What follows belongs to an exercise in optimizing a design on an open flow for small area, a short achievable clock period and few clock cycles; a production flow would make more cautious choices. RTL that was checked went through simulation tests only; none was proved equivalent to the original. Power and IR drop assume default switching activity.

==> flow/design.v <==
module peak_detector (
    input  wire        clk,
    input  wire        rst,         
    input  wire        in_valid,
    output wire        in_ready,
    input  wire [63:0] in_data,
    input  wire        in_last,
    output reg         done,
    output wire [4:0]  peak_count,
    input  wire [4:0]  rd_idx,
    output wire [14:0] rd_bin,
    output wire [63:0] rd_amp,
    output reg  [14:0] absmax_bin,
    output wire [63:0] absmax_amp
);
    localparam CAP = 20;
    localparam PW  = 22;             
    localparam LW  = 63 - PW;        
    function automatic [1:0] ucmp(input [63:0] x, input [63:0] y);
        reg [63:0] g, p;
        integer i, w;
        begin
            for (i = 0; i < 64; i = i + 1) begin
                g[i] = x[i] & ~y[i];
                p[i] = x[i] | ~y[i];
            end
            for (w = 64; w > 1; w = w / 2)
                for (i = 0; i < w / 2; i = i + 1) begin
                    g[i] = g[2*i+1] | (p[2*i+1] & g[2*i]);
                    p[i] = p[2*i+1] & p[2*i];
                end
            ucmp = {g[0], p[0]};
        end
    endfunction
    function automatic is_nan(input [63:0] x);
        is_nan = (&x[62:52]) && (|x[51:0]);
    endfunction
    reg  [14:0]    cnt;          
    reg  [63:0]    prev1;        
    reg            rising_r;     
    reg  [CAP-1:0] ger;          
    reg  [CAP-1:0] eqr;          
    reg            rdy;
    reg  [4:0]     count;
    reg  [CAP-1:0] vmask;        
    reg  [CAP-1:0] pick;         
    reg            first;        
    reg  [LW-1:0]  tlow;         
    reg            tph;          
    reg  [62:0]    amax;
    reg  [62:0]    amp  [0:CAP-1];
    reg  [14:0]    bin  [0:CAP-1];
    reg  [4:0]     rank [0:CAP-1];
    assign in_ready   = rdy;
    assign peak_count = count;
    assign absmax_amp = {1'b0, amax};
    wire beat  = in_valid & rdy;
    wire full  = vmask[CAP-1];
    reg [CAP-1:0] valid, wr19, wfill, gtp, eqp, sel;
    reg [1:0]     c;
    integer k;
    always @(*) begin
        for (k = 0; k < CAP; k = k + 1) begin
            valid[k] = vmask[k];
            wr19[k]  = (rank[k] == 5'd19);
            wfill[k] = ~vmask[k] & ((k == 0) ? 1'b1 : vmask[(k == 0) ? 0 : k-1]);
            c        = ucmp({{(64-PW){1'b0}}, amp[k][62:LW]},
                            {{(64-PW){1'b0}}, in_data[62:LW]});
            gtp[k]   = valid[k] & c[1];
            eqp[k]   = valid[k] & c[0] & ~c[1];
        end
    end
    wire [CAP-1:0] wsel = full ? wr19 : wfill;
    function automatic [CAP-1:0] lowest(input [CAP-1:0] x);
        reg f;
        integer i;
        begin
            f = 1'b0;
            for (i = 0; i < CAP; i = i + 1) begin
                lowest[i] = x[i] & ~f;
                f = f | x[i];
            end
        end
    endfunction
    reg [62:0] mux_amp;
    reg [14:0] mux_bin;
    always @(*) begin
        mux_amp = 63'd0;
        mux_bin = 15'd0;
        for (k = 0; k < CAP; k = k + 1) begin
            sel[k]  = (done & vmask[k] & (rank[k] == rd_idx)) | pick[k];
            mux_amp = mux_amp | (amp[k] & {63{sel[k]}});
            mux_bin = mux_bin | (bin[k] & {15{sel[k]}});
        end
    end
    assign rd_amp = {1'b0, mux_amp};
    assign rd_bin = mux_bin;
    wire [1:0] clow    = ucmp({{(64-LW){1'b0}}, tlow},
                              {{(64-LW){1'b0}}, prev1[LW-1:0]});
    wire       ge_low  = clow[1] | clow[0];
    wire [1:0] cnb     = ucmp({1'b0, in_data[62:0]}, {1'b0, prev1[62:0]});
    wire       in_gt_p = cnb[1];                   
    wire       in_lt_p = ~(cnb[1] | cnb[0]);       
    wire       in_nan  = is_nan(in_data);
    wire       in_pos  = ~in_data[63] & ~in_nan & (|in_data[62:0]);
    wire       rising  = prev1[63] ? ~is_nan(prev1) : in_gt_p;
    wire       falling = in_data[63] ? ~in_nan : in_lt_p;
    wire [1:0] cmx     = ucmp({1'b0, in_data[62:0]}, {1'b0, amax});
    wire       abs_gt  = ~in_data[63] & ~in_nan & cmx[1];
    wire       cand_pot = in_pos & rising & ~first & ~in_last;
    wire [CAP-1:0] eqr_left = eqr & ~pick;
    wire       need_res = cand_pot & (|eqp) & ~(full & (|(gtp & wr19)));
    wire       admit    = rising_r & falling & (~full | ~(|(ger & wr19)));
    wire [CAP-1:0] vmask_nx = first ? {CAP{1'b0}} :
                              (admit & ~full) ? {vmask[CAP-2:0], 1'b1} : vmask;
    reg  [4:0] t;
    always @(*) begin
        t = 5'd0;
        for (k = 0; k < CAP; k = k + 1)
            t = t + {4'd0, ger[k]};
    end
    wire [14:0] cand_bin = cnt - 15'd1;
    always @(posedge clk)
        tlow <= mux_amp[LW-1:0];
    always @(posedge clk) begin
        if (rst) begin
            cnt      <= 15'd0;
            done     <= 1'b0;
            rdy      <= 1'b1;
            rising_r <= 1'b0;
            eqr      <= {CAP{1'b0}};
            pick     <= {CAP{1'b0}};
            first    <= 1'b1;
        end else if (!rdy) begin
            tph <= ~tph;
            if (tph) begin
                for (k = 0; k < CAP; k = k + 1)
                    if (pick[k]) ger[k] <= ge_low;
                eqr  <= eqr_left;
                pick <= lowest(eqr_left);
                rdy  <= (eqr_left == {CAP{1'b0}});
            end
        end else if (beat) begin
            done  <= in_last;
            first <= in_last;
            vmask <= vmask_nx;
            cnt   <= in_last ? 15'd0 : cnt + 15'd1;
            prev1 <= in_data;
            if (first) begin
                amax       <= 63'd0;
                absmax_bin <= 15'd0;
            end else if (abs_gt) begin
                amax       <= in_data[62:0];
                absmax_bin <= cnt;
            end
            rising_r <= cand_pot;
            ger      <= gtp;
            eqr      <= need_res ? eqp : {CAP{1'b0}};
            pick     <= need_res ? lowest(eqp) : {CAP{1'b0}};
            rdy      <= ~need_res;
            tph      <= 1'b0;
            if (first)
                count <= 5'd0;
            else if (admit) begin
                if (!full) count <= count + 5'd1;
                for (k = 0; k < CAP; k = k + 1) begin
                    if (wsel[k]) begin
                        amp[k]  <= prev1[62:0];
                        bin[k]  <= cand_bin;
                        rank[k] <= t;
                    end else if (valid[k] & ~ger[k])
                        rank[k] <= rank[k] + 5'd1;
                end
            end
        end
    end
endmodule
==> flow/config.mk <==
export PLATFORM = sky130hd
export DESIGN_NAME = peak_detector
export DESIGN_NICKNAME = peak_detector
export VERILOG_FILES = /design/flow/design.v
export SDC_FILE = /design/flow/constraint.sdc
export NUM_CORES = 8
export LEC_CHECK = 0
export CAP_MARGIN = 20
export CORE_MARGIN = 2
export CORE_UTILIZATION = 65
export CTS_CLUSTER_DIAMETER = 60
export CTS_CLUSTER_SIZE = 30
export GPL_TIMING_DRIVEN = 1
export SETUP_SLACK_MARGIN = 2.0
export SLEW_MARGIN = 20
export TNS_END_PERCENT = 0
==> flow/constraint.sdc <==
create_clock -name core_clock -period 7.5 [get_ports {clk}]
set_input_delay 1.5000 -clock core_clock [delete_from_list [all_inputs] [get_ports {clk}]]
set_output_delay 1.5000 -clock core_clock [all_outputs]
set_load 0.01 [all_outputs]
standard.sh (not shown) runs the stock make flow with config.mk's settings and CLKGATE_MAP_FILE= SYNTH_SCRIPT=/design/flow/synth_recipe.tcl, a recipe that flattens the netlist after the stock synthesis.
==> flow/flow/run.sh <==
#!/bin/bash
# Own flow: the standard layout, except that synthesis maps the
# combinational logic with an area-oriented ABC script (flow/area.script)
# and keeps ABC off a few complex cells (flow/abc_dont_use.txt) that have no
# stronger sizes, so the resizer can still size the read port's gates.
# Registers are mapped exactly as in the standard synthesis (ABC only sees
# combinational logic). Each tool's output goes to its own log here.
set -euo pipefail
W=$PWD
{
  echo 'proc abc {args} {'
  echo '  set i [lsearch $args -script]'
  echo "  set args [lreplace \$args [expr {\$i+1}] [expr {\$i+1}] $W/flow/area.script]"
  echo "  foreach c {$(cat flow/abc_dont_use.txt | tr '\n' ' ')} { lappend args -dont_use \$c }"
  echo '  yosys abc {*}$args'
  echo '}'
  cat synth_recipe.tcl
} > my_synth.tcl
sed -e "s#SYNTH_SCRIPT=[^ ]*#SYNTH_SCRIPT=$W/my_synth.tcl#" -e "s#\"\${@:-finish}\"#BUFFER_PORTS_ARGS=\"-buffer_cell sky130_fd_sc_hd__buf_2\" \"\${@:-finish}\"#" standard.sh > my_standard.sh
bash my_standard.sh synth > synth.log 2>&1
bash my_standard.sh finish > layout.log 2>&1
==> flow/flow/abc_dont_use.txt <==
sky130_fd_sc_hd__a222oi_1
sky130_fd_sc_hd__a221o_1
sky130_fd_sc_hd__a221o_2
sky130_fd_sc_hd__a221o_4
sky130_fd_sc_hd__a221oi_1
sky130_fd_sc_hd__a221oi_2
sky130_fd_sc_hd__a221oi_4
sky130_fd_sc_hd__a211o_1
sky130_fd_sc_hd__a211o_2
sky130_fd_sc_hd__a211o_4
sky130_fd_sc_hd__a211oi_1
sky130_fd_sc_hd__a211oi_2
sky130_fd_sc_hd__a211oi_4
sky130_fd_sc_hd__a2111oi_0
sky130_fd_sc_hd__a2111o_1
==> flow/flow/area.script <==
&get -n
&st
&dch
&nf -R 10 -a
&put
topo
stime -c
Testbench counts at the start, summed over its fixed seeds: cycles 59,402.
Then changed:
--- a/flow/design.v
+++ b/flow/design.v
@@ -13,9 +13,9 @@
     output reg  [14:0] absmax_bin,
     output wire [63:0] absmax_amp
 );
     localparam CAP = 20;
-    localparam PW  = 22;             
+    localparam PW  = 24;             
     localparam LW  = 63 - PW;        
     function automatic [1:0] ucmp(input [63:0] x, input [63:0] y);
         reg [63:0] g, p;
         integer i, w;
Result: Fmax came out lower by 3.4%. Count of clock-buffer cells in the layout increases by 4. Power grows by 0.54%. Worst setup slack is worse by 210 ps. Area after synthesis went up by 0.70%. Sequential power stays flat. Synthesized cell count rose by 2.1%. Hold slack is worse by 13 ps. Critical path depth grows by 7. Cell count grows by 2.2%. Global-route usage goes up by 2.6 points.
For the second run of this note, only the layout was checked, not whether the RTL still works.

Another version of the RTL of peak_detector (not shown whole).
Size in the first run: roughly 6000 cells after synthesis, ~1900 flip-flops, roughly 240 I/O pins, about 82000 sq um of cells after synthesis.
// peak_detector
module peak_detector (
    input  wire        clk,
    input  wire        rst,         
    input  wire        in_valid,
    output wire        in_ready,
    input  wire [63:0] in_data,
    input  wire        in_last,
    output reg         done,
    output wire [4:0]  peak_count,
    input  wire [4:0]  rd_idx,
    output wire [14:0] rd_bin,
    output wire [63:0] rd_amp,
    output reg  [14:0] absmax_bin,
    output wire [63:0] absmax_amp
);
==> module peak_detector, before the edit <==
module peak_detector (
    input  wire        clk,
    input  wire        rst,         
    input  wire        in_valid,
    output wire        in_ready,
    input  wire [63:0] in_data,
    input  wire        in_last,
    output reg         done,
    output wire [4:0]  peak_count,
    input  wire [4:0]  rd_idx,
    output wire [14:0] rd_bin,
    output wire [63:0] rd_amp,
    output reg  [14:0] absmax_bin,
    output wire [63:0] absmax_amp
);
    localparam CAP = 20;
    localparam PW  = 24;             
    localparam LW  = 63 - PW;        
    function automatic [1:0] ucmp(input [63:0] x, input [63:0] y);
        reg [63:0] g, p;
        integer i, w;
        begin
            for (i = 0; i < 64; i = i + 1) begin
                g[i] = x[i] & ~y[i];
                p[i] = x[i] | ~y[i];
            end
            for (w = 64; w > 1; w = w / 2)
                for (i = 0; i < w / 2; i = i + 1) begin
                    g[i] = g[2*i+1] | (p[2*i+1] & g[2*i]);
                    p[i] = p[2*i+1] & p[2*i];
                end
            ucmp = {g[0], p[0]};
        end
    endfunction
    function automatic is_nan(input [63:0] x);
        is_nan = (&x[62:52]) && (|x[51:0]);
    endfunction
    reg  [14:0]    cnt;          
    reg  [63:0]    prev1;        
    reg            rising_r;     
    reg  [CAP-1:0] ger;          
    reg  [CAP-1:0] eqr;          
    reg            rdy;
    reg  [4:0]     count;
    reg  [CAP-1:0] vmask;        
    reg  [CAP-1:0] rden;         
    reg  [CAP-1:0] pick;         
    reg            first;        
    reg  [62:0]    amax;
    reg  [62:0]    amp  [0:CAP-1];
    reg  [14:0]    bin  [0:CAP-1];
    reg  [4:0]     rank [0:CAP-1];
    assign in_ready   = rdy;
    assign peak_count = count;
    assign absmax_amp = {1'b0, amax};
    wire beat  = in_valid & rdy;
    wire full  = vmask[CAP-1];
    reg [CAP-1:0] valid, wr19, wfill, gtp, eqp, sel;
    reg [1:0]     c;
    integer k;
    always @(*) begin
        for (k = 0; k < CAP; k = k + 1) begin
            valid[k] = vmask[k];
            wr19[k]  = (rank[k] == 5'd19);
            wfill[k] = ~vmask[k] & ((k == 0) ? 1'b1 : vmask[(k == 0) ? 0 : k-1]);
            c        = ucmp({{(64-PW){1'b0}}, amp[k][62:LW]},
                            {{(64-PW){1'b0}}, in_data[62:LW]});
            gtp[k]   = valid[k] & c[1];
            eqp[k]   = valid[k] & c[0] & ~c[1];
        end
    end
    wire [CAP-1:0] wsel = full ? wr19 : wfill;
    function automatic [CAP-1:0] lowest(input [CAP-1:0] x);
        reg f;
        integer i;
        begin
            f = 1'b0;
            for (i = 0; i < CAP; i = i + 1) begin
                lowest[i] = x[i] & ~f;
                f = f | x[i];
            end
        end
    endfunction
    reg [62:0] mux_amp;
    reg [14:0] mux_bin;
    always @(*) begin
        mux_amp = 63'd0;
        mux_bin = 15'd0;
        for (k = 0; k < CAP; k = k + 1) begin
            sel[k]  = (rden[k] & (rank[k] == rd_idx)) | pick[k];
            mux_amp = mux_amp | (amp[k] & {63{sel[k]}});
            mux_bin = mux_bin | (bin[k] & {15{sel[k]}});
        end
    end
    assign rd_amp = {1'b0, mux_amp};
    assign rd_bin = mux_bin;
    wire [1:0] clow    = ucmp({{(64-LW){1'b0}}, mux_amp[LW-1:0]},
                              {{(64-LW){1'b0}}, prev1[LW-1:0]});
    wire       ge_low  = clow[1] | clow[0];
    wire [1:0] cnb     = ucmp({1'b0, in_data[62:0]}, {1'b0, prev1[62:0]});
    wire       in_gt_p = cnb[1];                   
    wire       in_lt_p = ~(cnb[1] | cnb[0]);       
    wire       in_nan  = is_nan(in_data);
    wire       in_pos  = ~in_data[63] & ~in_nan & (|in_data[62:0]);
    wire       rising  = prev1[63] ? ~is_nan(prev1) : in_gt_p;
    wire       falling = in_data[63] ? ~in_nan : in_lt_p;
    wire [1:0] cmx     = ucmp({1'b0, in_data[62:0]}, {1'b0, amax});
    wire       abs_gt  = ~in_data[63] & ~in_nan & cmx[1];
    wire       cand_pot = in_pos & rising & ~first & ~in_last;
    wire [CAP-1:0] eqr_left = eqr & ~pick;
    wire       need_res = cand_pot & (|eqp) & ~(full & (|(gtp & wr19)));
    wire       admit    = rising_r & falling & (~full | ~(|(ger & wr19)));
    wire [CAP-1:0] vmask_nx = first ? {CAP{1'b0}} :
                              (admit & ~full) ? {vmask[CAP-2:0], 1'b1} : vmask;
    reg  [4:0] t;
    always @(*) begin
        t = 5'd0;
        for (k = 0; k < CAP; k = k + 1)
            t = t + {4'd0, ger[k]};
    end
    wire [14:0] cand_bin = cnt - 15'd1;
    always @(posedge clk) begin
        if (rst) begin
            cnt      <= 15'd0;
            done     <= 1'b0;
            rdy      <= 1'b1;
            rising_r <= 1'b0;
            eqr      <= {CAP{1'b0}};
            pick     <= {CAP{1'b0}};
            rden     <= {CAP{1'b0}};
            first    <= 1'b1;
        end else if (!rdy) begin
            for (k = 0; k < CAP; k = k + 1)
                if (pick[k]) ger[k] <= ge_low;
            eqr  <= eqr_left;
            pick <= lowest(eqr_left);
            rdy  <= (eqr_left == {CAP{1'b0}});
        end else if (beat) begin
            done  <= in_last;
            first <= in_last;
            rden  <= in_last ? vmask_nx : {CAP{1'b0}};
            vmask <= vmask_nx;
            cnt   <= in_last ? 15'd0 : cnt + 15'd1;
            prev1 <= in_data;
            if (first) begin
                amax       <= 63'd0;
                absmax_bin <= 15'd0;
            end else if (abs_gt) begin
                amax       <= in_data[62:0];
                absmax_bin <= cnt;
            end
            rising_r <= cand_pot;
            ger      <= gtp;
            eqr      <= need_res ? eqp : {CAP{1'b0}};
            pick     <= need_res ? lowest(eqp) : {CAP{1'b0}};
            rdy      <= ~need_res;
            if (first)
                count <= 5'd0;
            else if (admit) begin
                if (!full) count <= count + 5'd1;
                for (k = 0; k < CAP; k = k + 1) begin
                    if (wsel[k]) begin
                        amp[k]  <= prev1[62:0];
                        bin[k]  <= cand_bin;
                        rank[k] <= t;
                    end else if (valid[k] & ~ger[k])
                        rank[k] <= rank[k] + 5'd1;
                end
            end
        end
    end
endmodule
Settings: LEC_CHECK=0, CAP_MARGIN=20, CORE_MARGIN=2, CORE_UTILIZATION=50, SETUP_SLACK_MARGIN=2.5, SLEW_MARGIN=20; clock period 7.5 ns.
==> flow/flow/run.sh <==
#!/bin/bash
# Own flow: the standard layout, except that the synthesis maps the
# combinational logic with an area-oriented ABC script (flow/area.script).
# Registers are mapped exactly as in the standard synthesis (ABC only sees
# combinational logic). Each tool's output goes to its own log here.
set -euo pipefail
W=$PWD
{
  echo 'proc abc {args} {'
  echo '  set i [lsearch $args -script]'
  echo "  set args [lreplace \$args [expr {\$i+1}] [expr {\$i+1}] $W/flow/area.script]"
  echo '  yosys abc {*}$args'
  echo '}'
  cat synth_recipe.tcl
} > my_synth.tcl
sed "s#SYNTH_SCRIPT=[^ ]*#SYNTH_SCRIPT=$W/my_synth.tcl#" standard.sh > my_standard.sh
bash my_standard.sh synth > synth.log 2>&1
bash my_standard.sh finish > layout.log 2>&1
==> flow/flow/area.script <==
&get -n
&st
&dch
&nf -R 1000 -a
&put
topo
stime -c
The starting point completed without violations.
Testbench counts at the start, summed over its fixed seeds: cycles 59,226.
==> next run, changes <==
--- a/flow/design.v
+++ b/flow/design.v
@@ -43,9 +43,10 @@
     reg            rdy;
     reg  [4:0]     count;
     reg  [CAP-1:0] vmask;        
-    reg  [CAP-1:0] rden;         
     reg  [CAP-1:0] pick;         
     reg            first;        
+    reg  [LW-1:0]  tlow;         
+    reg            tph;          
     reg  [62:0]    amax;
     reg  [62:0]    amp  [0:CAP-1];
     reg  [14:0]    bin  [0:CAP-1];
@@ -87,14 +88,14 @@
         mux_amp = 63'd0;
         mux_bin = 15'd0;
         for (k = 0; k < CAP; k = k + 1) begin
-            sel[k]  = (rden[k] & (rank[k] == rd_idx)) | pick[k];
+            sel[k]  = (done & vmask[k] & (rank[k] == rd_idx)) | pick[k];
             mux_amp = mux_amp | (amp[k] & {63{sel[k]}});
             mux_bin = mux_bin | (bin[k] & {15{sel[k]}});
         end
     end
     assign rd_amp = {1'b0, mux_amp};
     assign rd_bin = mux_bin;
-    wire [1:0] clow    = ucmp({{(64-LW){1'b0}}, mux_amp[LW-1:0]},
+    wire [1:0] clow    = ucmp({{(64-LW){1'b0}}, tlow},
                               {{(64-LW){1'b0}}, prev1[LW-1:0]});
     wire       ge_low  = clow[1] | clow[0];
     wire [1:0] cnb     = ucmp({1'b0, in_data[62:0]}, {1'b0, prev1[62:0]});
@@ -119,6 +120,8 @@
             t = t + {4'd0, ger[k]};
     end
     wire [14:0] cand_bin = cnt - 15'd1;
+    always @(posedge clk)
+        tlow <= mux_amp[LW-1:0];
     always @(posedge clk) begin
         if (rst) begin
             cnt      <= 15'd0;
@@ -127,18 +130,19 @@
             rising_r <= 1'b0;
             eqr      <= {CAP{1'b0}};
             pick     <= {CAP{1'b0}};
-            rden     <= {CAP{1'b0}};
             first    <= 1'b1;
         end else if (!rdy) begin
-            for (k = 0; k < CAP; k = k + 1)
-                if (pick[k]) ger[k] <= ge_low;
-            eqr  <= eqr_left;
-            pick <= lowest(eqr_left);
-            rdy  <= (eqr_left == {CAP{1'b0}});
+            tph <= ~tph;
+            if (tph) begin
+                for (k = 0; k < CAP; k = k + 1)
+                    if (pick[k]) ger[k] <= ge_low;
+                eqr  <= eqr_left;
+                pick <= lowest(eqr_left);
+                rdy  <= (eqr_left == {CAP{1'b0}});
+            end
         end else if (beat) begin
             done  <= in_last;
             first <= in_last;
-            rden  <= in_last ? vmask_nx : {CAP{1'b0}};
             vmask <= vmask_nx;
             cnt   <= in_last ? 15'd0 : cnt + 15'd1;
             prev1 <= in_data;
@@ -154,6 +158,7 @@
             eqr      <= need_res ? eqp : {CAP{1'b0}};
             pick     <= need_res ? lowest(eqp) : {CAP{1'b0}};
             rdy      <= ~need_res;
+            tph      <= 1'b0;
             if (first)
                 count <= 5'd0;
             else if (admit) begin
=>
- The new run produced a clean layout
- sequential power barely changes
- global-route usage shrinks by 0.38 points
- power barely changes
- area after synthesis is about the same
- synthesized cell count hardly moves
Function not checked in the second run of this note: the RTL went through the layout flow alone.

-- port drivers added, routing unchanged --
The flow's constraints put no driver on any port. The routed layouts listed below were extracted and timed again, unchanged, in two steps.
Step 1: set_driving_cell puts a clkbuf_16 on clk and a buf_2 on each other input, an assumption about the parent block.
Step 2 also shifts input and output timing later by t, the mid clock arrival at the registers, as if the neighbouring blocks saw the same clock.
Three values: ideal ports, drivers, drivers and shift; two values: the first two.
run | shift t [ns] | slack for setup (ns) | latest minus earliest clock arrival (ns) | worst register clock-pin slew, ns
the first run of note 1 | 0.891 | 1.619 / 1.579 / 0.921 | 0.045 / 0.045 | 0.11 / 0.11
the second run of note 1 | 0.881 | 1.412 / 1.433 / 0.591 | 0.052 / 0.052 | 0.11 / 0.11
the first run of note 2 | 0.943 | 1.512 / 1.460 / 0.802 | 0.055 / 0.056 | 0.07 / 0.07
the second run of note 2 | 0.937 | 1.625 / 1.574 / 1.501 | 0.064 / 0.064 | 0.07 / 0.07
After both steps every run listed still meets setup and hold. The setup slack of the second run of note 1, which loses most, moves by +0.021 ns with the drivers and by -0.821 ns with both steps.
